What follows belongs to an exercise in optimizing a design on an open flow for small area, a short achievable clock period and few clock cycles; a production flow would make more cautious choices.
Function was checked by simulation only, so behaviour that the tests miss may differ from the original.
Power and IR drop assume default switching activity.

File: design.v
module sigtrans_rx #(
    parameter [7:0]  SYNC = 8'hAA,       
    parameter integer RX_CAP = 64,
    parameter integer AW = 6             
) (
    input  wire        clk,
    input  wire        rst,
    input  wire        cmd_valid,
    input  wire [31:0] cmd,
    output wire        cmd_ready,
    input  wire [AW-1:0] buf_addr,
    output wire [7:0]  buf_rdata,
    output reg  [3:0]  err,
    output reg  [2:0]  outcome,
    output reg         found,
    output reg         frm_valid,
    output reg  [3:0]  cnt,
    output reg  [AW-1:0] idx,
    output reg  [15:0] length,
    output reg  [7:0]  csum_rx,
    output reg  [7:0]  csum_calc,
    output reg  [3:0]  csum_dist,
    output wire [AW-1:0] frm_off,
    output reg  [AW:0] frm_len,
    output reg  [AW:0] rem_off,
    output reg  [AW:0] pay_off,
    output reg  [AW:0] pay_len,
    output wire [AW:0] rx_len
);
    localparam integer HDR = 4;          
    localparam integer MAXL = RX_CAP - HDR - 1;    
    localparam [7:0] OP_NOP = 8'h00, OP_CNT = 8'h01, OP_FIND = 8'h02,
                     OP_PARSE = 8'h03, OP_EXTRACT = 8'h04, OP_RECOVER = 8'h06,
                     OP_RXPUSH = 8'h08, OP_RXACCEPT = 8'h09, OP_RXDROP = 8'h0A,
                     OP_RXCLR = 8'h0B;
    localparam [3:0] E_NONE = 4'd0, E_INSUFF = 4'd2, E_NULLFRAME = 4'd3,
                     E_ILLEGAL = 4'd4, E_RXOVF = 4'd5;
    localparam [2:0] O_TOOSHORT = 3'd1, O_NOSYNC = 3'd2, O_INCOMPLETE = 3'd3,
                     O_INVALID = 3'd4, O_RECOVERED = 3'd5;
    localparam [2:0] C_IDLE = 3'd0, C_RECOVER = 3'd1, C_FIND = 3'd2,
                     C_PCHK = 3'd3, C_PSKP = 3'd4, C_PHI = 3'd5, C_PLO = 3'd6,
                     C_PPAY = 3'd7;
    localparam [1:0] G_SCAN = 2'd0, G_HDR = 2'd1, G_SUM = 2'd2, G_LONG = 2'd3;
    function [3:0] popcount8;
        input [7:0] v;
        integer b;
        begin
            popcount8 = 4'd0;
            for (b = 0; b < 8; b = b + 1)
                popcount8 = popcount8 + {3'd0, v[b]};
        end
    endfunction
    function le1;
        input [7:0] v;
        reg [3:0] z2, o2;          
        reg       z4a, z4b, o4a, o4b;
        integer   k;
        begin
            for (k = 0; k < 4; k = k + 1) begin
                z2[k] = !(v[2*k] | v[2*k+1]);
                o2[k] = !(v[2*k] & v[2*k+1]);
            end
            z4a = z2[0] & z2[1];
            z4b = z2[2] & z2[3];
            o4a = (z2[0] & o2[1]) | (o2[0] & z2[1]);
            o4b = (z2[2] & o2[3]) | (o2[2] & z2[3]);
            le1 = (z4a & o4b) | (o4a & z4b);
        end
    endfunction
    localparam [AW:0] Z = {(AW+1){1'b0}};
    reg [2:0]    cstate;
    reg [AW:0]   min_size;         
    reg [AW:0]   head;             
    reg [AW:0]   tail;             
    reg [1:0]    gstate;
    reg          hv;               
    reg [AW:0]   ep;               
    reg          first;            
    reg          p_ex, p_le1;      
    reg [AW:0]   ei;               
    reg [15:0]   eL;               
    reg [AW-1:0] eleft;            
    reg [7:0]    esum;
    reg          nw_v;             
    reg [AW:0]   nw;               
    reg [AW:0]   hi;
    reg [AW-1:0] hL;
    reg [7:0]    hsum;
    reg [7:0]    hcrx;
    reg          hlong;            
    assign cmd_ready = (cstate == C_IDLE);
    assign frm_off   = frm_valid ? idx : {AW{1'b0}};
    assign rx_len    = tail - head;
    wire   full      = rx_len[AW];
    reg  [7:0] rxbuf [0:RX_CAP-1];
    wire       push_we;
    wire [7:0] push_data = cmd[15:8];
    genvar e;
    generate
        for (e = 0; e < RX_CAP; e = e + 1) begin : g_buf
            always @(posedge clk) begin
                if (push_we && tail[AW-1:0] == e)
                    rxbuf[e] <= push_data;
            end
        end
    endgenerate
    wire [7:0] da_lo = 8'd1 << buf_addr[2:0];
    wire [7:0] da_hi = 8'd1 << buf_addr[5:3];
    wire [7:0] dh_lo = 8'd1 << head[2:0];
    wire [7:0] dh_hi = 8'd1 << head[5:3];
    wire [7:0] lo_sel, hi_eq, hi_sel;
    wire [7:0] grp [0:7];
    genvar g, k;
    generate
        for (k = 0; k < 8; k = k + 1) begin : g_sel
            reg ls, hs;
            integer j;
            always @(*) begin
                ls = 1'b0;
                hs = 1'b0;
                for (j = 0; j < 8; j = j + 1) begin
                    ls = ls | (da_lo[j] & dh_lo[(k - j) & 7]);
                    hs = hs | (da_hi[j] & dh_hi[(k - j) & 7]);
                end
            end
            assign lo_sel[k] = ls;
            assign hi_eq[k]  = hs;
        end
    endgenerate
    integer jc;
    reg     lo_carry;
    always @(*) begin
        lo_carry = 1'b0;
        for (jc = 1; jc < 8; jc = jc + 1)
            lo_carry = lo_carry | (da_lo[jc] & (head[2:0] >= 8 - jc));
    end
    assign hi_sel = lo_carry ? {hi_eq[6:0], hi_eq[7]} : hi_eq;
    generate
        for (g = 0; g < 8; g = g + 1) begin : g_grp
            reg [7:0] v;
            integer j;
            always @(*) begin
                v = 8'd0;
                for (j = 0; j < 8; j = j + 1)
                    v = v | (rxbuf[8*g+j] & {8{lo_sel[j]}});
            end
            assign grp[g] = v;
        end
    endgenerate
    reg [7:0] buf_q;
    integer gq;
    always @(*) begin
        buf_q = 8'd0;
        for (gq = 0; gq < 8; gq = gq + 1)
            buf_q = buf_q | (grp[gq] & {8{hi_sel[gq]}});
    end
    assign buf_rdata = buf_q;
    localparam integer NR = RX_CAP / 2;
    wire [NR-1:0] dec_o  = {{(NR-1){1'b0}}, 1'b1} << ep[AW-1:1];
    wire [NR-1:0] dec_e  = ep[0] ? {dec_o[NR-2:0], dec_o[NR-1]} : dec_o;
    reg  [7:0]    q_e, q_o;
    integer       ri;
    always @(*) begin
        q_e = 8'd0;
        q_o = 8'd0;
        for (ri = 0; ri < NR; ri = ri + 1) begin
            q_e = q_e | (rxbuf[2*ri]   & {8{dec_e[ri]}});
            q_o = q_o | (rxbuf[2*ri+1] & {8{dec_o[ri]}});
        end
    end
    wire [7:0] w0 = ep[0] ? q_o : q_e;
    wire [7:0] w1 = ep[0] ? q_e : q_o;
    wire [7:0] rd = w0;
    wire [7:0]  op    = cmd[7:0];
    wire [23:0] imm24 = cmd[31:8];
    wire z_ok  = (cmd[31:8] == 24'd0);
    wire b_ok  = (cmd[31:16] == 16'd0);
    wire bb_ok = (cmd[31:24] == 8'd0);
    wire is_nop      = (op == OP_NOP)      && z_ok;
    wire is_cnt      = (op == OP_CNT)      && bb_ok;
    wire is_find     = (op == OP_FIND)     && z_ok;
    wire is_parse    = (op == OP_PARSE);
    wire is_extract  = (op == OP_EXTRACT)  && z_ok;
    wire is_recover  = (op == OP_RECOVER);
    wire is_rxpush   = (op == OP_RXPUSH)   && b_ok;
    wire is_rxaccept = (op == OP_RXACCEPT) && z_ok;
    wire is_rxdrop   = (op == OP_RXDROP);
    wire is_rxclr    = (op == OP_RXCLR)    && z_ok;
    wire accept = cmd_valid && cmd_ready;
    assign push_we = accept && is_rxpush && !full;
    wire        big24  = (imm24[23:AW+1] != 0);        
    wire        imm_le = !big24 && (imm24[AW:0] <= rx_len);
    wire [AW:0] head_x = head + ((op[3] && op[0]) ? rem_off : imm24[AW:0]);
    wire [AW:0] drop_h = imm_le ? head_x : tail;
    wire [AW:0] e_av   = tail - ep;                     
    wire        e_has  = (e_av != Z);
    wire        e_two  = (e_av[AW:1] != 0);             
    wire        x0     = (w0 == SYNC);
    wire        l0     = le1(w0 ^ SYNC);
    wire        x1     = (w1 == SYNC);
    wire        l1     = le1(w1 ^ SYNC);
    wire        win0   = !first && ((p_ex && l0) || (p_le1 && x0));
    wire        win1   = e_two && ((x0 && l1) || (l0 && x1));
    wire [15:0] hdr_l  = {w0, w1};
    wire        s_one  = (eleft == 1);
    wire        s_zero = (eleft == 0);
    wire [7:0]  sum_f  = s_one ? esum + w0 : esum;      
    wire [7:0]  ck_b   = s_one ? w1 : w0;               
    wire        ck_in  = s_zero || (s_one && e_two);    
    wire        e_ok   = le1(sum_f ^ ck_b);
    reg  [1:0]  c_n;
    always @(*) begin
        case (gstate)
        G_SCAN:  c_n = win0 ? 2'd1 : (e_two ? 2'd2 : 2'd1);
        G_HDR:   c_n = e_two ? 2'd2 : 2'd0;
        G_SUM:   c_n = (ck_in && !hv) ? (s_one ? 2'd2 : 2'd1) :
                       s_zero ? 2'd0 : ((e_two && !s_one) ? 2'd2 : 2'd1);
        default: c_n = nw_v ? 2'd0 : (e_two ? 2'd2 : 2'd1);
        endcase
    end
    wire        c_two  = c_n[1];
    wire        t_new  = !nw_v && (win0 || (c_two && win1));
    wire [AW:0] t_at   = win0 ? ep - 1'b1 : ep;
    wire        idle    = (cstate == C_IDLE);
    wire        r_short = idle ? (big24 || rx_len < imm24[AW:0]) : (rx_len < min_size);
    wire [AW:0] m7      = idle ? imm24[AW:0] : min_size;
    wire [AW:0] ci      = hv ? hi : ei;
    wire [AW:0] ls      = tail - ci;
    wire [AW-1:0] ci_idx = ci[AW-1:0] - head[AW-1:0];
    wire        i_known = hv || (gstate != G_SCAN);
    wire        nosync  = (gstate == G_SCAN) && !e_has;
    wire        l_known = (gstate == G_SUM) || (gstate == G_LONG);
    wire [AW+1:0] tot   = {2'b00, eL[AW-1:0]} + (HDR + 1);    
    wire        ls_lt_t = (eL[15:AW] != 0) || ({1'b0, ls} < tot);
    wire [AW:0] htot    = {1'b0, hL} + (HDR + 1);
    wire        pc_cmd  = idle && (op == OP_CNT);
    wire [3:0]  pcount  = popcount8(pc_cmd ? (cmd[15:8] ^ cmd[23:16]) : (hsum ^ hcrx));
    wire [3:0]  hdist   = pcount;
    wire        h_ok    = le1(hsum ^ hcrx);
    wire        ls_lt_m = (ls < m7);
    wire        ls_lt_h = (ls < HDR);
    wire        r_ready = r_short || hv || nosync ||
                          (i_known && (ls_lt_m || ls_lt_h)) ||
                          (l_known && ls_lt_t);
    wire [AW:0] h_roff  = (h_ok ? htot : {{AW{1'b0}}, 1'b1}) + {1'b0, ci_idx};
    wire        f_ready = hv || !(gstate == G_SCAN && e_has);
    wire        p_lv_ok = (e_av >= HDR);                          
    wire        p_t_ok  = (eL[15:8] == 8'd0) &&
                          ({1'b0, e_av} >= {1'b0, rd} + 9'd2);    
    wire        p_exit  = (cstate == C_PCHK && !p_lv_ok) ||
                          (cstate == C_PLO && !p_t_ok) ||
                          (cstate == C_PPAY && eleft == 0);
    task invalidate;
        begin
            found     <= 1'b0;
            idx       <= {AW{1'b0}};
            frm_valid <= 1'b0;
            frm_len   <= Z;
            rem_off   <= Z;
            pay_off   <= Z;
            pay_len   <= Z;
        end
    endtask
    task rec_commit;
        begin
            cstate <= C_IDLE;
            if (r_short || !i_known) begin
                outcome <= r_short ? O_TOOSHORT : O_NOSYNC;
                found <= 1'b0; idx <= 0;
                length <= 0; csum_rx <= 0; csum_calc <= 0; csum_dist <= 0;
                frm_valid <= 0; frm_len <= 0; rem_off <= 0;
            end else if (ls_lt_m || ls_lt_h) begin
                outcome <= ls_lt_m ? O_TOOSHORT : O_INCOMPLETE;
                found <= 1'b1; idx <= ci_idx;
                length <= 0; csum_rx <= 0; csum_calc <= 0; csum_dist <= 0;
                frm_valid <= 0; frm_len <= 0; rem_off <= 0;
            end else if (hv && !hlong) begin
                outcome <= h_ok ? O_RECOVERED : O_INVALID;
                found <= 1'b1; idx <= ci_idx;
                length <= {{(16-AW){1'b0}}, hL}; csum_rx <= hcrx; csum_calc <= hsum;
                csum_dist <= hdist;
                frm_valid <= h_ok;
                frm_len <= h_ok ? htot : Z;
                rem_off <= h_roff;
            end else begin
                outcome <= O_INCOMPLETE; found <= 1'b1; idx <= ci_idx;
                length <= hv ? {hsum, hcrx} : eL;
                csum_rx <= 0; csum_calc <= 0; csum_dist <= 0;
                frm_valid <= 0; frm_len <= 0; rem_off <= 0;
            end
        end
    endtask
    reg          g_restart;        
    reg [AW:0]   g_ep;
    reg          g_clr_hv;         
    reg          g_follow;         
    always @(*) begin
        g_restart = 1'b0;
        g_ep      = head;
        g_clr_hv  = 1'b0;
        g_follow  = 1'b0;
        if (idle && accept) begin
            if (is_rxaccept) begin
                if (rem_off != Z) begin
                    if (hv)
                        g_clr_hv = 1'b1;
                    else begin
                        g_restart = 1'b1; g_ep = head_x;
                    end
                end
            end else if (is_rxdrop) begin
                if (drop_h == ci + 1'b1 && (hv ? (hlong || !h_ok) : (gstate != G_SCAN)))
                    if (hv)
                        g_clr_hv = 1'b1;
                    else
                        g_follow = 1'b1;
                else if (!(imm_le && imm24[AW:0] == Z)) begin
                    g_restart = 1'b1; g_ep = drop_h;
                end
            end else if (is_rxclr) begin
                g_restart = 1'b1; g_ep = tail;
            end else if (is_parse && imm_le) begin
                g_restart = 1'b1; g_ep = head_x;
            end
        end else if (p_exit) begin
            g_restart = 1'b1;
        end
    end
    wire p_mode = (cstate[2] || cstate == C_PCHK);
    wire e_go   = !p_mode && (e_has || (gstate == G_LONG && !hv));
    always @(posedge clk) begin
        if (rst) begin
            gstate <= G_SCAN;
            hv     <= 1'b0;
            ep     <= Z;
            first  <= 1'b1;
        end else if (g_restart) begin
            gstate <= G_SCAN;
            hv     <= 1'b0;
            ep     <= g_ep;
            first  <= 1'b1;
        end else if (g_follow) begin
            gstate <= G_SCAN;
            if (nw_v) begin
                ep    <= nw;
                first <= 1'b1;
            end
        end else if (p_mode) begin
            case (cstate)
            C_PCHK, C_PSKP: ep <= ep + 1'b1;
            C_PHI: begin
                ep       <= ep + 1'b1;
                eL[15:8] <= rd;
            end
            C_PLO: begin
                ep      <= ep + 1'b1;
                ei      <= ep + 1'b1;
                eL[7:0] <= rd;
                eleft   <= rd[AW-1:0];
            end
            C_PPAY: begin
                ep    <= ep + 1'b1;
                eleft <= eleft - 1'b1;
            end
            default: ;
            endcase
        end else begin
            if (g_clr_hv)
                hv <= 1'b0;
            if (e_go) begin
                case (gstate)
                G_SCAN: begin
                    first <= 1'b0;
                    nw_v  <= 1'b0;
                    if (win0) begin
                        ei     <= ep - 1'b1;
                        ep     <= ep + 1'b1;
                        p_ex   <= x0;
                        p_le1  <= l0;
                        gstate <= G_HDR;
                    end else begin
                        if (win1) begin
                            ei     <= ep;
                            gstate <= G_HDR;
                        end
                        ep    <= ep + c_n;
                        p_ex  <= c_two ? x1 : x0;
                        p_le1 <= c_two ? l1 : l0;
                    end
                end
                G_HDR: if (e_two) begin
                    ep    <= ep + 2'd2;
                    eL    <= hdr_l;
                    esum  <= 8'd0;
                    eleft <= w1[AW-1:0];
                    p_ex  <= x1;
                    p_le1 <= l1;
                    if (t_new) begin
                        nw_v <= 1'b1;
                        nw   <= t_at;
                    end
                    if (hdr_l > MAXL)
                        gstate <= G_LONG;
                    else
                        gstate <= G_SUM;
                end
                G_SUM: begin
                    if (ck_in && !hv) begin
                        hv     <= 1'b1;
                        hi     <= ei;
                        hL     <= eL[AW-1:0];
                        hsum   <= sum_f;
                        hcrx   <= ck_b;
                        hlong  <= 1'b0;
                        gstate <= G_SCAN;
                        if (e_ok) begin
                            ep    <= ep + c_n;
                            first <= 1'b1;
                        end else if (nw_v || t_new) begin
                            ep    <= nw_v ? nw : t_at;
                            first <= 1'b1;
                        end else begin
                            ep    <= ep + c_n;
                            p_ex  <= c_two ? x1 : x0;
                            p_le1 <= c_two ? l1 : l0;
                        end
                    end else if (c_n != 2'd0) begin
                        ep    <= ep + c_n;
                        esum  <= esum + w0 + (c_two ? w1 : 8'd0);
                        eleft <= eleft - c_n;
                        p_ex  <= c_two ? x1 : x0;
                        p_le1 <= c_two ? l1 : l0;
                        if (t_new) begin
                            nw_v <= 1'b1;
                            nw   <= t_at;
                        end
                    end
                end
                G_LONG: if (!hv) begin
                    hv     <= 1'b1;
                    hlong  <= 1'b1;
                    hi     <= ei;
                    hsum   <= eL[15:8];
                    hcrx   <= eL[7:0];
                    gstate <= G_SCAN;
                    if (nw_v) begin
                        ep    <= nw;
                        first <= 1'b1;
                    end
                end else if (!nw_v) begin
                    ep    <= ep + c_n;
                    p_ex  <= c_two ? x1 : x0;
                    p_le1 <= c_two ? l1 : l0;
                    if (t_new) begin
                        nw_v <= 1'b1;
                        nw   <= t_at;
                    end
                end
                default: ;
                endcase
            end
        end
    end
    always @(posedge clk) begin
        if (rst) begin
            cstate    <= C_IDLE;
            err       <= E_NONE;
            outcome   <= 3'd0;
            cnt       <= 4'd0;
            length    <= 16'd0;
            csum_rx   <= 8'd0;
            csum_calc <= 8'd0;
            csum_dist <= 4'd0;
            head      <= Z;
            tail      <= Z;
            invalidate;
        end else begin
            case (cstate)
            C_IDLE: if (accept) begin
                err <= E_NONE;
                if (is_nop) begin
                end else if (is_cnt) begin
                    cnt <= pcount;
                end else if (is_find) begin
                    if (!f_ready)
                        cstate <= C_FIND;
                    else begin
                        found <= i_known;
                        idx   <= i_known ? ci_idx : {AW{1'b0}};
                    end
                end else if (is_recover) begin
                    min_size <= imm24[AW:0];
                    if (r_ready)
                        rec_commit;
                    else
                        cstate <= C_RECOVER;
                end else if (is_parse) begin
                    if (imm_le)
                        cstate <= C_PCHK;
                    else
                        err <= E_INSUFF;
                end else if (is_extract) begin
                    if (frm_valid) begin
                        pay_off <= {1'b0, frm_off} + HDR;
                        pay_len <= frm_len - (HDR + 1);
                    end else begin
                        err <= E_NULLFRAME;
                    end
                end else if (is_rxpush) begin
                    if (full)
                        err <= E_RXOVF;
                    else
                        tail <= tail + 1'b1;
                end else if (is_rxaccept) begin
                    invalidate;
                    head <= head_x;
                end else if (is_rxdrop) begin
                    invalidate;
                    head <= drop_h;
                end else if (is_rxclr) begin
                    invalidate;
                    head <= tail;
                end else begin
                    err <= E_ILLEGAL;
                end
            end
            C_RECOVER: if (r_ready) rec_commit;
            C_FIND: if (f_ready) begin
                found  <= i_known;
                idx    <= i_known ? ci_idx : {AW{1'b0}};
                cstate <= C_IDLE;
            end
            C_PCHK: begin
                if (!p_lv_ok) begin
                    err    <= E_INSUFF;
                    cstate <= C_IDLE;
                end else
                    cstate <= C_PSKP;
            end
            C_PSKP: cstate <= C_PHI;
            C_PHI: cstate <= C_PLO;
            C_PLO: begin
                if (!p_t_ok) begin
                    err    <= E_INSUFF;
                    cstate <= C_IDLE;
                end else
                    cstate <= C_PPAY;
            end
            C_PPAY: if (eleft == 0) begin
                length  <= eL;
                pay_off <= {1'b0, ci_idx};
                pay_len <= {1'b0, eL[AW-1:0]};
                csum_rx <= rd;
                cstate  <= C_IDLE;
            end
            default: cstate <= C_IDLE;
            endcase
        end
    end
endmodule
File: run.sh
#!/bin/bash
# synth_recipe.tcl (not shown) runs the flow's synth.tcl, then flattens the netlist and writes it again
# the make line also repeats each setting of config.mk as NAME=value (left out here)
make -C /OpenROAD-flow-scripts/flow DESIGN_CONFIG=/design/flow/config.mk WORK_HOME=/design/flow/orfs CLKGATE_MAP_FILE= SYNTH_SCRIPT=/design/flow/synth_recipe.tcl finish
File: config.mk
export PLATFORM = sky130hd
export DESIGN_NAME = sigtrans_rx
export DESIGN_NICKNAME = sigtrans_rx
export VERILOG_FILES = /design/flow/design.v
export SDC_FILE = /design/flow/constraint.sdc
export NUM_CORES = 4
export LEC_CHECK = 0
export CAP_MARGIN = 20
export CORE_MARGIN = 2
export CORE_UTILIZATION = 30
export CTS_BUF_LIST = sky130_fd_sc_hd__clkbuf_8
export PLACE_DENSITY = 0.55
export SETUP_SLACK_MARGIN = 4
export SLEW_MARGIN = 20
export TNS_END_PERCENT = 0
File: constraint.sdc
create_clock -name core_clock -period 10.0 [get_ports {clk}]
set_input_delay 2.0000 -clock core_clock [delete_from_list [all_inputs] [get_ports {clk}]]
set_output_delay 2.0000 -clock core_clock [all_outputs]
set_load 0.01 [all_outputs]
==> results_dict.tcl, run 1 <==
set metrics [dict create \
    fp.coreArea_um2 133000 \
    first_global_vias 35900 \
    reg2reg_slack_ps 2980 \
    final_common_cell "edfxtp_1" \
    wire_per_inst_um 38.8 \
    cts_sinks 706 \
    die_y_um 370 \
    finalSetupViolations 0 \
    initial_core_util_pct 30.2 \
    r2r-end "ep[3]$_SDFFE_PP0P_" \
    crit_buf_inv 6 \
    worst_slew_pin_slew_ps 1200 \
    crit_family "compound AO/OA/AOI/OAI gates" \
    status "finished clean" \
    peakVddDrop_mv 0.153 \
    maxSlewHeadroom_pct 19.8 \
    setup_ws_ps 2780 \
    synthMuxAreaShare_pct 4.42 \
    drc 0 \
    netlist_instances 3760 \
    dpl_worst_slack_ps 1380 \
    ys_async_sr_fraction_pct 0 \
    power_density_nw_per_um2 236 \
    cp_slowest_cell "a222oi_1" \
    cp_cell_sequence "buf_2, nand2_2, buf_4, nor2_1, a21oi_4, nor2_4, buf_4, buf_6, buf_4, a222oi_1, a31oi_1, nor4_4, nand2_2, buf_2" \
    ys_seq_area_share_pct 49.9 \
    rsz0062_at_grt "true" \
    crit_top_cell "buf_4" \
    via_per_inst 6.52 \
    cts_root_buffer "clkbuf_8" \
    hold_start "csum_dist[0]$_SDFFE_PP0P_" \
    yosysWarnings 2 \
    die_w_um 370 \
    p_leak_nw 16.4 \
    synth_xor_area_share_pct 3.06 \
    gp_congestion 1.09 \
    htreeDepth 4 \
    hold_buffers 0 \
    reg2reg_depth 22 \
    cp.arrival_ps 5220 \
    drt-initial-drc-count 6815 \
    synth_top_area_share_pct 44.4 \
    cp.required_ps 8000 \
    start_kind "input port" \
    wl_mm 229 \
    clk_latency_ps 970 \
    yosysTopAreaCell "edfxtp_1" \
    synth-adder-area-share_pct 4.18 \
    fin_total_pwr_w 0.0116 \
    final.setup.tns_ps 0 \
    syn_to_final_growth_pct 21.4 \
    layout.nets 4178 \
    synth-seq-cells 706 \
    final_antenna_net_count 0 \
    clk_pin_slew_ps 60 \
    cts_tree "built" \
    synth_compound_area_share_pct 20.5 \
    grt_max_degree 74 \
    hold_class "register to register" \
    whs_ps 450 \
    synth-edff-count 596 \
    cts_made_buffers 131 \
    hold_viol 0 \
    pin_count 146 \
    synth_nets 3924 \
    ys_types 102 \
    post-route-period-util_pct 72.2 \
    rows 134 \
    yosys-top-cells-area "edfxtp_1 (44%), dfxtp_1 (5.5%), a222oi_1 (3.4%), ha_1 (3.4%), nor2_1 (3.2%)" \
    worstSetupPathType "input port to output port" \
    drv_slew 0 \
    firstDrtPassIters 14 \
    rr_startpoint "ep[3]$_SDFFE_PP0P_" \
    die_area_um2 137000 \
    ys.flop_type "edfxtp_1" \
    overflow 0 \
    hold_path_depth 2 \
    dpl.hpwl_mm 165 \
    antenna_found_initial 17 \
    clock_skew_ps 89.6 \
    synth.cell_area_um2 40300 \
    worst_setup_path_end_kind "output port" \
    grt_pass1_wl_mm 304 \
    avgSynthCellArea_um2 10.7 \
    synthSimpleGateAreaFrac_pct 13.9 \
    max_clock_freq_ghz 0.139 \
    synth_top_family_by_area "compound AO/OA/AOI/OAI gates" \
    portBuffers 144 \
    worstPathMaxFanout 5 \
    cp_slowest_stage_delay_ps 820 \
    min_to "csum_dist[0]$_SDFFE_PP0P_" \
    finalCriticalPeriod_ps 7220 \
    clock_path_buffers 3 \
    drive_gt1_share_pct 17.4 \
    vias 38500 \
    grt.total_usage_pct 32.2 \
    drv_cap 0 \
    layout_common_cells "edfxtp_1 (596), nor2_1 (320), nand2_1 (231), buf_4 (202), a21oi_1 (181)" \
]
[cells in the mapped netlist, drive strengths merged, types with 52 or more instances]
master and n:
a211oi 67, a21oi 195, a222oi 138, a22oi 124, a31oi 89, buf 85, clkbuf 180, dfxtp 110
edfxtp 596, ha 109, inv 105, mux2i 121, nand2 243, nand3 110, nor2 340, nor3 80
o21ai 133, xnor2 86, xor2 52
[worst reg2reg max path: stages, from the launching register on]
cell and delay [ps]:
dfxtp_4 560, buf_4 280, buf_4 280, mux2_2 390, a32o_1 270, a311o_1 290, nor4b_2 600, nand4_1 420
and2_1 350, ha_1 310, o21ai_1 140, a21oi_1 120, o41ai_4 380, buf_4 190, nor3_1 50, nor4_2 350
a21oi_1 150, or2_2 340, nor4_4 390, or3_4 290, mux2_1 360, a221oi_2 290, o22ai_1 100
[flip-flops by register name, indices dropped and copies added (netlist names), 8 cells and up]
| register | cells |
|---|---|
| csum_calc | 8 |
| hsum | 8 |
| esum | 8 |
| csum_rx | 8 |
| hcrx | 8 |
| eL | 16 |
| rxbuf | 512 |
| length | 16 |
[per-stage QoR]
| step | area, µm² | instances | util [%] |
|---|---|---|---|
| floorplan | 40600 | 3760 | - |
| global placement | 44200 | 5537 | 33.1 |
| detailed placement | 44200 | 5538 | 33.1 |
| CTS | 48500 | 5861 | 36.3 |
| global route | 48900 | 5890 | 36.6 |
| finish | 48900 | 5897 | 36.7 |
[metal layers]
metal,share of wire (%),GRT usage (%),up-vias
li1,-,-,15400
met1,36,38.4,18900
met2,42,47.3,3184
met4,8.8,23.4,10
met5,0.029,0,-
met3,13,12.4,895
[what timing repair did]
item,4_1_cts,5_1_grt
gates resized for setup,215,41
gates cloned,4,0
endpoints found under the setup margin,177,158
pin swaps,80,38
buffers inserted,81,25
[worst max path at each step]
stage / from / endpoint / slack (ps) / cells past startpoint
final: buf_addr[1] / buf_rdata[5] / 2780 / 14
after global placement: buf_addr[2] / buf_rdata[2] / 1460 / 12
after global routing: buf_addr[1] / buf_rdata[4] / 2920 / 15
after CTS: buf_addr[2] / buf_rdata[7] / 3100 / 12
after detailed placement: cmd[0] / nw[3]$_DFFE_PP_ / 1380 / 20
after floorplan: buf_addr[1] / buf_rdata[1] / 3790 / 13
[layout make-up]
class	count	area, µm²
well taps	1768	2210
multi-input cells	2684	19800
flip-flops and latches	706	20100
inverters	106	425
repair buffers	385	3690
clock inverters	98	691
fillers	13400	84500
diodes	10	25.0
clock buffers	140	1930
[where the power goes]
| part | internal, W | switching, W | leakage (nW) |
|---|---|---|---|
| Clock | 0.00152 | 0.00139 | 1.50 |
| Combinational | 0.00187 | 0.00333 | 8.64 |
| Sequential | 0.00333 | 0.000115 | 6.27 |
| Total | 0.00671 | 0.00484 | 16.4 |
[kinds of logic after synthesis]
logic type,count (synthesis)
adders and majority gates,127
DFF,706
and+or+nand+nor,1126
muxes,167
other,1
xor gates and xnor gates,139
AOI/OAI and AO/OA,1123
buffers and inverters,371
Testbench counts, summed over its fixed seeds: cycles 57,519.
==> inputs of run 2 (changes only) <==
==> flow/run.sh (new file) <==
#!/bin/bash
# Standard ORFS layout (the standard.sh), with the port buffers that
# placement inserts made of the smallest plain buffer; timing repair
# upsizes the ones on critical paths.
set -uo pipefail
export BUFFER_PORTS_ARGS="-buffer_cell sky130_fd_sc_hd__buf_1"
bash standard.sh > standard.log 2>&1
status=$?
exit $status
==> standard.sh (new file) <==
#!/bin/bash
# synth_recipe.tcl (not shown) runs the flow's synth.tcl, then flattens the netlist and writes it again
# the make line also repeats each setting of config.mk as NAME=value (left out here)
make -C /OpenROAD-flow-scripts/flow DESIGN_CONFIG=/design/flow/config.mk WORK_HOME=/design/flow/orfs CLKGATE_MAP_FILE= SYNTH_SCRIPT=/design/flow/synth_recipe.tcl "${@:-finish}"
--- a/config.mk
+++ b/config.mk
@@ -7,9 +7,9 @@
 export LEC_CHECK = 0
 export CAP_MARGIN = 20
 export CORE_MARGIN = 2
-export CORE_UTILIZATION = 30
+export CORE_UTILIZATION = 35
 export CTS_BUF_LIST = sky130_fd_sc_hd__clkbuf_8
 export PLACE_DENSITY = 0.55
 export SETUP_SLACK_MARGIN = 4
 export SLEW_MARGIN = 20
-export TNS_END_PERCENT = 0
+export TNS_END_PERCENT = 5
removed: run.sh
==> results_dict.tcl, run 2 <==
set metrics [dict create \
    hold_class "register to register" \
    cp_slowest_cell "a222oi_1" \
    grt.total_usage_pct 36.5 \
    synth.cell_area_um2 40300 \
    fin_total_pwr_w 0.0116 \
    ys_seq_area_share_pct 49.9 \
    rsz0062_at_grt "true" \
    fp.coreArea_um2 114000 \
    synth_commonest_cells "edfxtp_1 (596), nor2_1 (340), nand2_1 (243)" \
    regMostFlops "rxbuf" \
    drive_gt1_share_pct 19.3 \
    synth_top_area_share_pct 44.4 \
    grt_max_degree 65 \
    drc 0 \
    wire_per_inst_um 39.0 \
    crit_top_cell "buf_12" \
    antenna_found_initial 16 \
    worstPathMaxFanout 12 \
    ys_async_sr_fraction_pct 0 \
    syn_to_final_growth_pct 21.5 \
    synth-edff-count 596 \
    initial_core_util_pct 35.3 \
    gp_congestion 1.10 \
    peakVddDrop_mv 0.144 \
    crit_buf_inv 6 \
    cp_cell_sequence "buf_12, xor2_4, buf_6, a21oi_4, nor2_4, buf_12, buf_12, buf_16, a222oi_1, a31oi_1, or4_4, buf_6" \
    htreeDepth 3 \
    clk_pin_slew_ps 70 \
    crit_family "compound AO/OA/AOI/OAI gates" \
    die_area_um2 118000 \
    layout_common_cells "edfxtp_1 (596), nor2_1 (323), nand2_1 (235), buf_4 (233), a21oi_1 (178)" \
    worst_setup_path_end_kind "output port" \
    layout.nets 4229 \
    power_density_nw_per_um2 236 \
    die_w_um 343 \
    rows 124 \
    drv_slew 0 \
    ys_types 102 \
    synth_nets 3924 \
    via_per_inst 6.74 \
    grt_pass1_wl_mm 298 \
    worstSetupPathType "input port to output port" \
    cp.required_ps 8000 \
    cts_sinks 706 \
    cts_root_buffer "clkbuf_8" \
    dpl.hpwl_mm 155 \
    final.setup.tns_ps 0 \
    synth-seq-cells 706 \
    drv_cap 0 \
    first_global_vias 35800 \
    pin_count 146 \
    avgSynthCellArea_um2 10.7 \
    status "finished clean" \
    yosysWarnings 2 \
    final_antenna_net_count 0 \
    post-place-cells 5253 \
    finalCriticalPeriod_ps 7180 \
    die_y_um 343 \
    cp_slowest_stage_delay_ps 820 \
    wl_mm 222 \
    cts_tree "built" \
    vias 38300 \
    largest_register_ffs 512 \
    clk_latency_ps 900 \
    hold_viol 0 \
    yosysMostFrequentCell "edfxtp_1" \
    maxSlewHeadroom_pct 20.5 \
    max_clock_freq_ghz 0.139 \
    overflow 0 \
    drt-initial-drc-count 6850 \
    clock_skew_ps 77.8 \
    final_common_cell "edfxtp_1" \
    p_leak_nw 16.5 \
    netlist_instances 3760 \
    post-route-period-util_pct 71.8 \
    yosysTopAreaCell "edfxtp_1" \
    cp.arrival_ps 5180 \
    worst_slew_pin_slew_ps 1190 \
    finalSetupViolations 0 \
    portBuffers 144 \
    finalNonFillerCells 5685 \
    cts_made_buffers 120 \
    reg.largest.list "rxbuf: 512 flops, eL: 16 flops, length: 16 flops" \
    start_kind "input port" \
    ys.flop_type "edfxtp_1" \
    yosys-top-cells-area "edfxtp_1 (44%), dfxtp_1 (5.5%), a222oi_1 (3.4%), ha_1 (3.4%), nor2_1 (3.2%)" \
    firstDrtPassIters 11 \
    clock_path_buffers 3 \
]
-- run 2: cell count changes in the layout (fill, tap and decap cells not counted), moves of 7 or more --
cell             previous run  this run
clkbuf_8                  140       131
inv_1                     139       127
a22oi_1                   112       105
a22oi_2                    12        19
buf_1                       0       128
buf_4                     202       233
clkdlybuf4s50_1           123         0
-- run 2: worst paths after layout --
path | end | start | cells after the start | slack, ps
min | csum_dist[2]$_SDFFE_PP0P_ | csum_dist[2]$_SDFFE_PP0P_ | 2 | 450
max | buf_rdata[3] | buf_addr[2] | 12 | 2820
max reg2reg | ep[6]$_SDFFE_PP0P_ | ep[4]$_SDFFE_PP0P_ | 24 | 3130
min reg2reg | csum_dist[2]$_SDFFE_PP0P_ | csum_dist[2]$_SDFFE_PP0P_ | 2 | 450
-- run 2: power by group --
group,internal [W],leakage (nW),switching [W]
clock,0.00145,1.40,0.00134
combinational,0.00201,8.88,0.00334
sequential,0.00333,6.27,0.000105
total,0.00679,16.5,0.00479
-- run 2: per-stage QoR --
step                      hold WS, ps  setup WS, ps  utilization (%)  instance area, µm²
final                             448          2820             42.9               48900
after floorplan                   424          3790                -               40600
after global routing              477          2900             42.8               48900
after global placement            437          1410             37.4               42700
after detailed placement          444          1630             37.4               42700
after CTS                         451          3000             42.0               48000
-- run 2: kinds of logic after synthesis --
kind of cell / after synthesis / share of synthesized area (%)
other: 1 / 0.00931
adders and majority gates: 127 / 4.18
and+or+nand+nor: 1126 / 13.9
xor gates and xnor gates: 139 / 3.06
AOI/OAI and AO/OA: 1123 / 20.5
buffers and inverters: 371 / 4.03
muxes: 167 / 4.42
DFF: 706 / 49.9
-- run 2: worst min-delay path: stages, from the launching register on --
cell and delay [ps]:
dfxtp_1 310, nand2_1 50, a21oi_1 50
-- run 2: timing repair --
item | in CTS | in global routing
resized for setup | 254 | 89
endpoints found under the setup margin | 175 | 153
pin swaps | 73 | 58
setup buffers | 139 | 43
hold buffers | 0 | 0
cloned | 12 | 4
endpoints found under the hold margin | 0 | 0
-- run 2: routing by layer --
metal  global-route usage, %  part of all wire, %  vias to the layer above
met2                    54.0                   42                     3074
li1                        -                    -                    15500
met4                    25.7                  9.2                       14
met5                  0.0801                0.057                        -
met1                    44.2                   36                    18800
met3                    12.7                   12                      867
-- run 2: area by class of cell --
cell class / count / area [µm²]
Antenna cell: 7 / 17.5
Clock buffer: 131 / 1800
Clock inverter: 92 / 693
Fill cell: 11100 / 65200
Inverter: 106 / 425
Multi-Input combinational cell: 2685 / 20200
Sequential cell: 706 / 20100
Tap cell: 1512 / 1890
Timing Repair Buffer: 446 / 3740
==> inputs of run 3 (changes only) <==
==> flow/run.sh (replaced) <==
#!/bin/bash
# Standard ORFS layout (the standard.sh), except that a222oi_1 is not
# used: it has no stronger size, so timing repair cannot upsize it when it
# ends up driving a long wire. The rest of the list is the platform's own.
set -uo pipefail
DU="sky130_fd_sc_hd__probe_p_8 sky130_fd_sc_hd__probec_p_8 sky130_fd_sc_hd__lpflow_bleeder_1 sky130_fd_sc_hd__lpflow_clkbufkapwr_1 sky130_fd_sc_hd__lpflow_clkbufkapwr_16 sky130_fd_sc_hd__lpflow_clkbufkapwr_2 sky130_fd_sc_hd__lpflow_clkbufkapwr_4 sky130_fd_sc_hd__lpflow_clkbufkapwr_8 sky130_fd_sc_hd__lpflow_clkinvkapwr_1 sky130_fd_sc_hd__lpflow_clkinvkapwr_16 sky130_fd_sc_hd__lpflow_clkinvkapwr_2 sky130_fd_sc_hd__lpflow_clkinvkapwr_4 sky130_fd_sc_hd__lpflow_clkinvkapwr_8 sky130_fd_sc_hd__lpflow_decapkapwr_12 sky130_fd_sc_hd__lpflow_decapkapwr_3 sky130_fd_sc_hd__lpflow_decapkapwr_4 sky130_fd_sc_hd__lpflow_decapkapwr_6 sky130_fd_sc_hd__lpflow_decapkapwr_8 sky130_fd_sc_hd__lpflow_inputiso0n_1 sky130_fd_sc_hd__lpflow_inputiso0p_1 sky130_fd_sc_hd__lpflow_inputiso1n_1 sky130_fd_sc_hd__lpflow_inputiso1p_1 sky130_fd_sc_hd__lpflow_inputisolatch_1 sky130_fd_sc_hd__lpflow_isobufsrc_1 sky130_fd_sc_hd__lpflow_isobufsrc_16 sky130_fd_sc_hd__lpflow_isobufsrc_2 sky130_fd_sc_hd__lpflow_isobufsrc_4 sky130_fd_sc_hd__lpflow_isobufsrc_8 sky130_fd_sc_hd__lpflow_isobufsrckapwr_16 sky130_fd_sc_hd__lpflow_lsbuf_lh_hl_isowell_tap_1 sky130_fd_sc_hd__lpflow_lsbuf_lh_hl_isowell_tap_2 sky130_fd_sc_hd__lpflow_lsbuf_lh_hl_isowell_tap_4 sky130_fd_sc_hd__lpflow_lsbuf_lh_isowell_4 sky130_fd_sc_hd__lpflow_lsbuf_lh_isowell_tap_1 sky130_fd_sc_hd__lpflow_lsbuf_lh_isowell_tap_2 sky130_fd_sc_hd__lpflow_lsbuf_lh_isowell_tap_4 sky130_fd_sc_hd__a222oi_1"
bash standard.sh "DONT_USE_CELLS=$DU" finish > standard.log 2>&1
exit $?
==> results_dict.tcl, run 3 <==
set metrics [dict create \
    status "finished clean" \
    whs_ps 455 \
    yosysWarnings 2 \
    initial_core_util_pct 35.4 \
    first_global_vias 35700 \
    clk_pin_slew_ps 60 \
    drv_cap 0 \
    drc 0 \
    post-route-period-util_pct 68.6 \
    grt_pass1_wl_mm 296 \
    start_kind "input port" \
    hold_path_depth 2 \
    clock_skew_ps 53.7 \
    finish.instance_area_um2 50300 \
    power_density_nw_per_um2 231 \
    worstSetupPathType "input port to output port" \
    wl_mm 221 \
    firstDrtPassIters 8 \
    finalCoreUtilization_pct 43.9 \
    hold_buffers 0 \
    max_clock_freq_ghz 0.146 \
    antenna_found_initial 8 \
    place_area_um2 44300 \
    peakVddDrop_mv 0.152 \
    yosys-top-cells-area "edfxtp_1 (44%), dfxtp_1 (5.4%), a22oi_1 (3.6%), ha_1 (3.4%), nor2_1 (3.1%)" \
    hold_class "register to register" \
    maxSlewHeadroom_pct 24.5 \
    cp.required_ps 8000 \
    synth_commonest_cells "edfxtp_1 (596), nor2_1 (338), nand2_1 (250)" \
    cts_root_buffer "clkbuf_8" \
    htreeDepth 4 \
    gp_congestion 1.11 \
    synth_top_area_share_pct 44.1 \
    cts_tree "built" \
    rr_startpoint "ep[2]$_SDFFE_PP0P_" \
    dpl_worst_slack_ps 1320 \
    final_common_cell "edfxtp_1" \
    grt.total_usage_pct 36.1 \
    hold_viol 0 \
    avgSynthCellArea_um2 10.6 \
    drt-initial-drc-count 5508 \
    synth-edff-count 596 \
    cts_made_buffers 130 \
    largest_register_ffs 512 \
    synth_nets 4004 \
    ys_async_sr_fraction_pct 0 \
    clock_path_buffers 3 \
    rows 124 \
    ys_types 101 \
    yosysMostFrequentCell "edfxtp_1" \
    reg2reg_depth 29 \
    setup_ws_ps 3140 \
    reg.largest.list "rxbuf: 512 flops, eL: 16 flops, length: 16 flops" \
    syn_to_final_growth_pct 24.0 \
    finalCriticalPeriod_ps 6860 \
    yosysTopAreaCell "edfxtp_1" \
    layout_common_cells "edfxtp_1 (596), nor2_1 (313), buf_4 (252), nand2_1 (236), a21oi_1 (177)" \
    regMostFlops "rxbuf" \
    drv_slew 0 \
    wire_per_inst_um 38.2 \
    drive_gt1_share_pct 20.9 \
    worst_setup_path_end_kind "output port" \
    pin_count 146 \
    fp.coreArea_um2 115000 \
    hold_start "csum_dist[0]$_SDFFE_PP0P_" \
    ys_seq_area_share_pct 49.5 \
    synth.cell_area_um2 40600 \
    vias 38500 \
    clk_latency_ps 890 \
    overflow 0 \
    dpl.hpwl_mm 160 \
    die_area_um2 119000 \
    n_fill_cell 10900 \
    r2r-end "ep[5]$_SDFFE_PP0P_" \
    cp_cell_sequence "buf_6, xor2_4, buf_4, nor2_1, a21oi_4, buf_4, a22oi_1, a31oi_1, nor4_4, o21ai_1, or4_4, buf_2" \
    netlist_instances 3840 \
    min_to "csum_dist[0]$_SDFFE_PP0P_" \
    worstPathMaxFanout 8 \
    cp_slowest_cell "or4_4" \
    synth-seq-cells 706 \
    finalSetupViolations 0 \
    final.setup.tns_ps 0 \
    grt_max_degree 56 \
    cts_sinks 706 \
    cp_slowest_stage_delay_ps 580 \
    reg2reg_slack_ps 3330 \
    final_antenna_net_count 0 \
    via_per_inst 6.67 \
    layout.nets 4325 \
    worst_slew_pin_slew_ps 1130 \
    cp.arrival_ps 4860 \
    crit_top_cell "buf_4" \
    rsz0062_at_grt "true" \
    die_y_um 345 \
    p_leak_nw 17.1 \
    portBuffers 144 \
    die_w_um 345 \
    ys.flop_type "edfxtp_1" \
]
-- run 3: cell count changes in the layout (fill, tap and decap cells not counted), moves of 24 or more --
| cell | before | now |
|---|---|---|
| a222oi_1 | 138 | 0 |
| buf_1 | 128 | 0 |
| clkdlybuf4s50_1 | 0 | 119 |
| a22oi_1 | 105 | 172 |
| a22o_1 | 28 | 91 |
| a221oi_2 | 5 | 32 |
| a221oi_1 | 38 | 62 |
-- run 3: worst max path at each step --
stage                                   from                  to  slack, ps  cells after the start
after global placement           buf_addr[2]        buf_rdata[2]       1190                     11
after floorplan                  buf_addr[1]        buf_rdata[1]       3800                     13
after detailed placement         buf_addr[2]        buf_rdata[2]       1320                     11
final                            buf_addr[2]        buf_rdata[1]       3140                     12
after global routing      ep[3]$_SDFFE_PP0P_  ep[6]$_SDFFE_PP0P_       3140                     28
after CTS                        buf_addr[1]        buf_rdata[3]       3160                     15
-- run 3: kinds of logic after synthesis --
group / count (synthesis) / share of synthesized area (%)
muxes: 166 / 4.35
xor gates and xnor gates: 139 / 3.03
other: 1 / 0.00924
adders and majority gates: 127 / 4.15
AOI/OAI and AO/OA: 1193 / 21.1
buffers and inverters: 372 / 3.86
DFF: 706 / 49.5
and+or+nand+nor: 1136 / 14.0
-- run 3: final cells by class --
class	count	area, µm²	area share (%)
clock inverters	93	594	1.18
repair buffers	453	4240	8.42
multi-input cells	2766	21100	42.0
clock buffers	139	1910	3.80
inverters	104	419	0.832
well taps	1512	1890	3.76
diodes	7	17.5	0.0348
flip-flops and latches	706	20100	40.0
-- run 3: power by group --
| part | leakage, nW | internal (W) | switching (W) |
|---|---|---|---|
| clock | 1.41 | 0.00143 | 0.00137 |
| combinational | 9.38 | 0.00202 | 0.00335 |
| sequential | 6.27 | 0.00333 | 0.000114 |
| total | 17.1 | 0.00678 | 0.00484 |
-- run 3: timing repair --
action,in CTS,in global routing
gates cloned,4,0
endpoints found under the setup margin,167,157
hold endpoints to repair,0,0
setup buffers,79,74
pin swaps,53,62
gates resized for setup,275,170
-- run 3: worst max-delay path, delay by kind of cell --
kind / cells / cell delay [ps]
AO/OA/AOI/OAI: 4 / 870
XOR/XNOR: 1 / 180
buffers and inverters: 4 / 730
AND/OR/NAND/NOR: 3 / 1060
-- run 3: per-layer routing --
layer	global-route usage (%)	up-vias	routed length, µm
met1	44.7	19000	82200
met2	52.7	2966	92700
li1	-	15700	-
met5	0	-	96
met4	26.5	8	19600
met3	11.6	789	26000
-- run 3: stage by stage --
stage,instances,total power (W)
3_5_place_dp,5383,0.00797
6_report,5780,0.0116
5_1_grt,5775,0.0120
4_1_cts,5698,0.0110
2_1_floorplan,3840,0.00620
3_3_place_gp,5383,0.00794
==> inputs of run 4 (changes only) <==
--- a/config.mk
+++ b/config.mk
@@ -12,4 +12,4 @@
 export PLACE_DENSITY = 0.55
 export SETUP_SLACK_MARGIN = 4
 export SLEW_MARGIN = 20
-export TNS_END_PERCENT = 5
+export TNS_END_PERCENT = 0
==> results_dict.tcl, run 4 <==
set metrics [dict create \
    netlist_instances 3840 \
    min_to "csum_dist[0]$_SDFFE_PP0P_" \
    worst_setup_path_end_kind "output port" \
    wire_per_inst_um 38.0 \
    yosysMostFrequentCell "edfxtp_1" \
    first_global_vias 35800 \
    layout_common_cells "edfxtp_1 (596), nor2_1 (320), nand2_1 (240), buf_4 (239), a21oi_1 (186)" \
    htreeDepth 3 \
    finalCriticalPeriod_ps 6970 \
    finalCoreUtilization_pct 43.4 \
    final_common_cell "edfxtp_1" \
    peakVddDrop_mv 0.137 \
    synth.cell_area_um2 40600 \
    vias 38800 \
    post-place-cells 5387 \
    drive_gt1_share_pct 19.4 \
    firstDrtPassIters 9 \
    ys_seq_area_share_pct 49.5 \
    ys.flop_type "edfxtp_1" \
    initial_core_util_pct 35.4 \
    crit_top_cell "buf_4" \
    grt_max_degree 57 \
    clk_pin_slew_ps 60 \
    drc 0 \
    yosysWarnings 2 \
    clock_path_buffers 3 \
    yosysTopAreaCell "edfxtp_1" \
    hold_class "register to register" \
    post-route-period-util_pct 69.7 \
    cts_tree "built" \
    reg2reg_slack_ps 3070 \
    cp_slowest_cell "a221oi_1" \
    worstPathMaxFanout 14 \
    dpl_worst_slack_ps 1230 \
    synth-edff-count 596 \
    rr_startpoint "ep[4]$_SDFFE_PP0P_" \
    gp_congestion 1.09 \
    start_kind "input port" \
    die_area_um2 119000 \
    hold_start "csum_dist[0]$_SDFFE_PP0P_" \
    maxSlewHeadroom_pct 15.3 \
    drv_slew 0 \
    avgSynthCellArea_um2 10.6 \
    reg2reg_depth 25 \
    status "finished clean" \
    antenna_found_initial 13 \
    cts_sinks 706 \
    clk_latency_ps 880 \
    grt_pass1_wl_mm 295 \
    p_leak_nw 16.8 \
    worst_slew_pin_slew_ps 1270 \
    regMostFlops "rxbuf" \
    final_antenna_net_count 0 \
    cp.arrival_ps 4970 \
    syn_to_final_growth_pct 22.6 \
    pin_count 146 \
    final.setup.tns_ps 0 \
    drt-initial-drc-count 5938 \
    synth_top_area_share_pct 44.1 \
    rsz0062_at_grt "true" \
    largest_register_ffs 512 \
    hold_path_depth 2 \
    finalSetupViolations 0 \
    max_clock_freq_ghz 0.143 \
    ys_async_sr_fraction_pct 0 \
    portBuffers 144 \
    synth_nets 4004 \
    worstSetupPathType "input port to output port" \
    cp.required_ps 8000 \
    cts_root_buffer "clkbuf_8" \
    layout.nets 4293 \
    finalNonFillerCells 5754 \
    cp_slowest_stage_delay_ps 700 \
    power_density_nw_per_um2 232 \
    clock_skew_ps 94.2 \
    die_w_um 345 \
    fp.coreArea_um2 115000 \
    reg.largest.list "rxbuf: 512 flops, eL: 16 flops, length: 16 flops" \
    hold_viol 0 \
    hold_buffers 0 \
    grt.total_usage_pct 35.8 \
    wl_mm 219 \
    ys_types 101 \
    rows 124 \
    cp_cell_sequence "buf_4, xnor2_4, buf_4, buf_4, nor2_2, a22o_1, a221oi_1, a31oi_1, or4_4, buf_6" \
    setup_ws_ps 3030 \
    r2r-end "ep[6]$_SDFFE_PP0P_" \
    via_per_inst 6.74 \
    die_y_um 345 \
    drv_cap 0 \
    synth-seq-cells 706 \
    dpl.hpwl_mm 155 \
    synth_commonest_cells "edfxtp_1 (596), nor2_1 (338), nand2_1 (250)" \
    yosys-top-cells-area "edfxtp_1 (44%), dfxtp_1 (5.4%), a22oi_1 (3.6%), ha_1 (3.4%), nor2_1 (3.1%)" \
    cts_made_buffers 121 \
    overflow 0 \
]
-- run 4: cells by family (layout without fill, tap and decap cells) --
group,count (synthesis),count (layout),share of synthesized area (%)
AO/OA/AOI/OAI,1193,1197,21.1
XOR/XNOR,139,139,3.03
adder cells (fa/ha/maj),127,127,4.15
buffers and inverters,372,759,3.86
flip-flops,706,706,49.5
multiplexers,166,166,4.35
other,1,8,0.00924
AND/OR/NAND/NOR,1136,1140,14.0
-- run 4: critical path: cells and delay by family --
family,cells,cell delay (ps)
xor+xnor,1,240
buf+inv,4,690
simple gates,2,780
compound gates,3,1260
-- run 4: metrics by stage --
step	area [µm²]	total power, W	hold slack, ps
4_1_cts	49100	0.0112	455
3_5_place_dp	44300	0.00793	447
2_1_floorplan	40900	0.00620	424
5_1_grt	49800	0.0119	471
6_report	49800	0.0115	451
3_3_place_gp	44300	0.00791	440
-- run 4: final cells by class --
type,count,area (µm²)
Fill cell,11000,64900
Multi-Input combinational cell,2770,20700
Sequential cell,706,20100
Timing Repair Buffer,426,3970
Tap cell,1512,1890
Clock buffer,126,1730
Clock inverter,103,887
Inverter,104,415
Antenna cell,7,17.5
-- run 4: worst max path at each step --
| stage | start | end | slack, ps | depth (start not counted) |
|---|---|---|---|---|
| 4_1_cts | buf_addr[1] | buf_rdata[1] | 3150 | 16 |
| 2_1_floorplan | buf_addr[1] | buf_rdata[1] | 3800 | 13 |
| 3_3_place_gp | buf_addr[2] | buf_rdata[0] | 1200 | 11 |
| 5_1_grt | ep[2]$_SDFFE_PP0P_ | esum[7]$_SDFFCE_PN0P_ | 3070 | 28 |
| 6_report | buf_addr[2] | buf_rdata[1] | 3030 | 10 |
| 3_5_place_dp | buf_addr[2] | buf_rdata[0] | 1230 | 11 |
-- run 4: repair_timing --
item                                    CTS  global route
gates cloned                              9             1
pin swaps                                58            21
endpoints found under the setup margin  178           156
setup buffers                            86            35
resized for setup                       283            66
-- run 4: per-layer routing --
| layer | up-vias | routed length, µm | GRT usage (%) |
|---|---|---|---|
| met2 | 3220 | 90000 | 52.1 |
| met4 | 10 | 18000 | 22.7 |
| met1 | 19100 | 80700 | 44.8 |
| met3 | 828 | 30100 | 13.2 |
| li1 | 15700 | - | - |
| met5 | - | 69 | 0 |
-- run 4: power breakdown --
group	internal, W	switching [W]	total, W
clock	0.00154	0.00140	0.00294
sequential	0.00333	0.000122	0.00345
combinational	0.00187	0.00329	0.00515
total	0.00673	0.00481	0.0115

[afterwards: timing with drivers on the ports]
The results above use ideal ports. As a check the final layouts listed here were re-extracted and re-timed, cells and wires unchanged. Step 1 (the two cells are an assumption about what drives the block):
set clk [get_ports {clk}]
set_driving_cell -lib_cell sky130_fd_sc_hd__clkbuf_16 $clk
set_driving_cell -lib_cell sky130_fd_sc_hd__buf_2 [delete_from_list [all_inputs] $clk]
Step 2 adds t to the input delays and takes it off the output delays; t is the mean of the earliest and latest rising clock arrival at the registers after step 1. Input paths then give back, and output paths get back, about the clock's delay inside the block. Slacks: ideal / step 1 / step 2; pairs: ideal / step 1.
run | shift t [ns] | slack for setup (ns) | hold WS [ns] | latest minus earliest clock arrival (ns) | worst register clock-pin slew, ns
run 1 | 0.992 | 2.783 / 2.748 / 2.288 | 0.450 / 0.450 / 0.450 | 0.099 / 0.099 | 0.08 / 0.08
run 2 | 0.935 | 2.815 / 2.758 / 2.758 | 0.448 / 0.448 / 0.448 | 0.078 / 0.079 | 0.08 / 0.08
run 3 | 0.932 | 3.137 / 3.100 / 2.814 | 0.455 / 0.455 / 0.455 | 0.058 / 0.058 | 0.07 / 0.07
run 4 | 0.902 | 3.028 / 3.005 / 2.617 | 0.451 / 0.451 / 0.451 | 0.104 / 0.105 | 0.07 / 0.07
After both steps every run listed still meets setup and hold. For run 1, which loses most, drivers alone change the setup slack by -0.035 ns; drivers and shift together by -0.495 ns.
